Context: an optimization exercise on an open-source flow, tuned for small area and a short achievable clock period. The choices shown serve that exercise and are no tape-out recipe.
At most, simulation tests tie the RTL to the original design; equivalence was not proved.

## the previous run
==> flow/design.v <==
module mdio_engine (
    input  wire        clk,
    input  wire        rst,           
    input  wire        req_valid,
    input  wire        req_write,     
    input  wire [4:0]  req_phy,
    input  wire [4:0]  req_reg,
    input  wire [15:0] req_wdata,
    input  wire [31:0] tick_freq,     
    input  wire [31:0] now,           
    input  wire        mdio_i,
    output reg         mdc,
    output wire        mdio_o,
    output reg         mdio_oe,
    output reg         resp_valid,
    output wire [1:0]  resp_status,
    output wire [15:0] resp_rdata,
    output reg         rej_valid
);
    localparam [16:0] D         = 17'd78125;
    localparam [15:0] RETRY_SEED = 16'hFFFF;    
    localparam [15:0] RETRY_LAST = 16'h7FFF;    
    reg         busy;
    reg         start;        
    reg  [5:0]  cnt;          
    reg         op_write;
    reg  [25:0] sh;           
    reg         smp;          
    reg  [31:0] t0;
    reg  [15:0] retry;        
    reg  [9:0]  q;
    reg         e;
    reg         timeout;
    assign resp_status = {1'b0, timeout};
    assign resp_rdata  = sh[15:0];
    wire        first = busy & start & ~mdc & (&cnt);
    wire [16:0] dv_r0 = busy ? t0[16:0]  : {1'b0, tick_freq[31:16]};
    wire [4:0]  dv_b  = busy ? t0[21:17] : tick_freq[15:11];
    function automatic [17:0] dv_stage(input [17:0] t);
        reg [18:0] bw;
        reg [17:0] df;
        integer j;
        begin
            bw[0] = 1'b0;
            for (j = 0; j < 18; j = j + 1) begin
                df[j] = t[j] ^ bw[j] ^ (j < 17 ? D[j] : 1'b0);
                if (j < 17 && D[j]) bw[j+1] = ~t[j] | bw[j];
                else                bw[j+1] = ~t[j] & bw[j];
            end
            dv_stage = bw[18] ? {1'b0, t[16:0]} : {1'b1, df[16:0]};
        end
    endfunction
    reg  [16:0] dv_r;
    reg  [17:0] dv_s;
    reg  [4:0]  dv_q;
    integer i;
    always @(*) begin
        dv_r = dv_r0;
        for (i = 4; i >= 0; i = i - 1) begin
            dv_s    = dv_stage({dv_r, dv_b[i]});
            dv_q[i] = dv_s[17];
            dv_r    = dv_s[16:0];
        end
    end
    reg  [9:0]  el;
    reg  [10:0] bl;
    reg  [10:0] cq;
    integer m;
    always @(*) begin
        bl[0] = 1'b0;
        cq[0] = e;
        for (m = 0; m < 10; m = m + 1) begin
            el[m]   = now[m] ^ t0[m] ^ bl[m];
            bl[m+1] = (~now[m] & t0[m]) | (~(now[m] ^ t0[m]) & bl[m]);
            cq[m+1] = (el[m] & ~q[m]) | ((el[m] ^ ~q[m]) & cq[m]);
        end
    end
    wire        b10    = bl[10];
    wire [21:0] a_hi   = now[31:10];
    wire [21:0] b_hi   = ~t0[31:10];
    wire        eq0    = (now[31:10] == t0[31:10]);
    wire [21:0] eq1_v  = (a_hi ^ b_hi) ~^ {a_hi[20:0] | b_hi[20:0], 1'b0};
    wire        eq1    = &eq1_v;
    wire        hi_zero = b10 ? eq1 : eq0;
    wire        half_done = ~hi_zero | cq[10];
    wire        last_cell = &cnt;
    wire [4:0]  k = cnt[4:0];
    reg         line_o;
    always @(*) begin
        if (!cnt[5])
            line_o = 1'b1;
        else case (k)
            5'd0:  line_o = 1'b0;
            5'd1:  line_o = 1'b1;
            5'd2:  line_o = ~op_write;
            5'd3:  line_o = op_write;
            5'd14: line_o = 1'b1;
            5'd15: line_o = 1'b0;
            default: line_o = sh[25];
        endcase
    end
    assign mdio_o = line_o;
    wire [5:0]  cnt_n  = cnt + 6'd1;
    wire        oe_n   = ~(~op_write & cnt_n[5] & (cnt_n[4:0] >= 5'd14));
    wire        sh_out = cnt[5] & (((k >= 5'd4) & (k <= 5'd13)) |
                                   (op_write & (k >= 5'd16) & (k != 5'd31)));
    wire        sh_in  = ~op_write & cnt[5] & (k >= 5'd16);
    always @(posedge clk) begin
        smp       <= mdio_i;
        rej_valid <= ~rst & req_valid & busy;
        if (rst) begin
            busy       <= 1'b0;
            mdc        <= 1'b0;
            mdio_oe    <= 1'b0;
            resp_valid <= 1'b0;
        end else begin
            resp_valid <= 1'b0;
            if (!busy) begin
                if (req_valid) begin
                    busy     <= 1'b1;
                    start    <= 1'b1;
                    op_write <= req_write;
                    sh       <= {req_phy, req_reg, req_wdata};
                    cnt      <= 6'h3F;
                    t0       <= {9'd0, |tick_freq[5:0], tick_freq[10:6], dv_r};
                    q[9:5]   <= dv_q;
                end
            end else if (start) begin
                start <= 1'b0;
                t0    <= now;
                if (!mdc) begin
                    cnt     <= cnt_n;
                    mdio_oe <= oe_n;
                    if (sh_out)
                        sh <= {sh[24:0], smp};
                end else if (sh_in) begin
                    sh <= {sh[24:0], smp};
                end
                if (first) begin
                    q[4:0] <= dv_q;
                    e      <= (dv_r == 17'd0) & ~t0[22] & ((|q[9:5]) | (|dv_q));
                end
            end else if (half_done) begin
                start <= 1'b1;
                mdc   <= ~mdc;
                if (mdc && last_cell) begin
                    busy       <= 1'b0;
                    mdio_oe    <= 1'b0;
                    resp_valid <= 1'b1;
                    timeout    <= 1'b0;
                end
            end else if (retry == RETRY_LAST) begin
                busy       <= 1'b0;
                mdc        <= 1'b0;
                mdio_oe    <= 1'b0;
                resp_valid <= 1'b1;
                timeout    <= 1'b1;
            end
        end
    end
    always @(posedge clk)
        retry <= start ? RETRY_SEED
                       : {retry[14:0], retry[15] ^ retry[13] ^ retry[12] ^ retry[10]};
endmodule
clock: 20.0 ns
lec_check: 0
abc_area: 1
cap_margin: 20
core_margin: 2
core_utilization: 40
place_density: 0.6
slew_margin: 20
run.sh (not shown) runs the stock make flow with config.mk's settings and CLKGATE_MAP_FILE= SYNTH_SCRIPT=/design/flow/synth_recipe.tcl, a recipe that flattens the netlist after the stock synthesis.
The layout from the previous run, despite a flow that completed every stage, fails the layout checks, with the failing checks listed as negative setup slack.
### the previous run -> the current run
--- a/flow/design.v
+++ b/flow/design.v
@@ -36,53 +36,29 @@
     wire        first = busy & start & ~mdc & (&cnt);
     wire [16:0] dv_r0 = busy ? t0[16:0]  : {1'b0, tick_freq[31:16]};
     wire [4:0]  dv_b  = busy ? t0[21:17] : tick_freq[15:11];
-    function automatic [17:0] dv_stage(input [17:0] t);
-        reg [18:0] bw;
-        reg [17:0] df;
-        integer j;
-        begin
-            bw[0] = 1'b0;
-            for (j = 0; j < 18; j = j + 1) begin
-                df[j] = t[j] ^ bw[j] ^ (j < 17 ? D[j] : 1'b0);
-                if (j < 17 && D[j]) bw[j+1] = ~t[j] | bw[j];
-                else                bw[j+1] = ~t[j] & bw[j];
-            end
-            dv_stage = bw[18] ? {1'b0, t[16:0]} : {1'b1, df[16:0]};
-        end
-    endfunction
     reg  [16:0] dv_r;
-    reg  [17:0] dv_s;
+    reg  [17:0] dv_t;
     reg  [4:0]  dv_q;
     integer i;
     always @(*) begin
         dv_r = dv_r0;
         for (i = 4; i >= 0; i = i - 1) begin
-            dv_s    = dv_stage({dv_r, dv_b[i]});
-            dv_q[i] = dv_s[17];
-            dv_r    = dv_s[16:0];
+            dv_t = {dv_r, dv_b[i]};
+            dv_q[i] = (dv_t >= {1'b0, D});
+            if (dv_q[i]) dv_t = dv_t - {1'b0, D};
+            dv_r = dv_t[16:0];
         end
     end
-    reg  [9:0]  el;
-    reg  [10:0] bl;
-    reg  [10:0] cq;
-    integer m;
-    always @(*) begin
-        bl[0] = 1'b0;
-        cq[0] = e;
-        for (m = 0; m < 10; m = m + 1) begin
-            el[m]   = now[m] ^ t0[m] ^ bl[m];
-            bl[m+1] = (~now[m] & t0[m]) | (~(now[m] ^ t0[m]) & bl[m]);
-            cq[m+1] = (el[m] & ~q[m]) | ((el[m] ^ ~q[m]) & cq[m]);
-        end
-    end
-    wire        b10    = bl[10];
+    wire [10:0] lo_d   = {1'b0, now[9:0]} - {1'b0, t0[9:0]};
+    wire        b10    = lo_d[10];
     wire [21:0] a_hi   = now[31:10];
     wire [21:0] b_hi   = ~t0[31:10];
     wire        eq0    = (now[31:10] == t0[31:10]);
     wire [21:0] eq1_v  = (a_hi ^ b_hi) ~^ {a_hi[20:0] | b_hi[20:0], 1'b0};
     wire        eq1    = &eq1_v;
     wire        hi_zero = b10 ? eq1 : eq0;
-    wire        half_done = ~hi_zero | cq[10];
+    wire [10:0] lo_cmp = {1'b0, lo_d[9:0]} + {1'b0, ~q} + {10'd0, e};
+    wire        half_done = ~hi_zero | lo_cmp[10];
     wire        last_cell = &cnt;
     wire [4:0]  k = cnt[4:0];
     reg         line_o;
### Flow results
Compared with the previous run, in the current run count of port buffers added during placement shows no meaningful change, layout-stage area growth over the synthesis result went down.
From the previous run to the current run the numbers moved as follows: design area now sits higher, proportion of cell area occupied by registers decreased by 1.8 points relative to the old numbers, transition at the pin with the smallest max-transition slack went up by 0.17 ns, cell count after synthesis grew by about 80%.
Max worst setup slack across the previous run and the current run: the current run
The previous run → the current run: number of buffers added for setup after CTS saw a decrease, area occupied by multi-input gates saw an increase, post-synth design cell area saw an increase.
The current run: done, clean on timing, DRC and antenna
The RTL of the current run was laid out without a check of its function.

what the ideal ports hide:
The flow's constraints put no driver on any port. The routed layouts listed below were extracted and timed again, unchanged, in two steps. Step 1 assumes that a clkbuf_16 drives the clock port and a buf_2 every other input. Step 2, shift: input delay + t, output delay - t, t = (earliest + latest rising clock arrival at the registers) / 2. This alone moves slack from input paths to output paths. Three values: ideal ports, drivers, drivers and shift; two values: the first two.
run | shift t [ns] | slack for setup (ns) | hold WS [ns] | worst setup path after step 2
the previous run | 0.401 | -0.063 / -0.073 / -0.474 | 0.435 / 0.435 / 0.435 | input to register
the current run | 0.394 | 7.832 / 7.836 / 7.442 | 0.430 / 0.430 / 0.430 | input to register
For the previous run, which loses most, drivers alone change the setup slack by -0.010 ns; drivers and shift together by -0.411 ns.
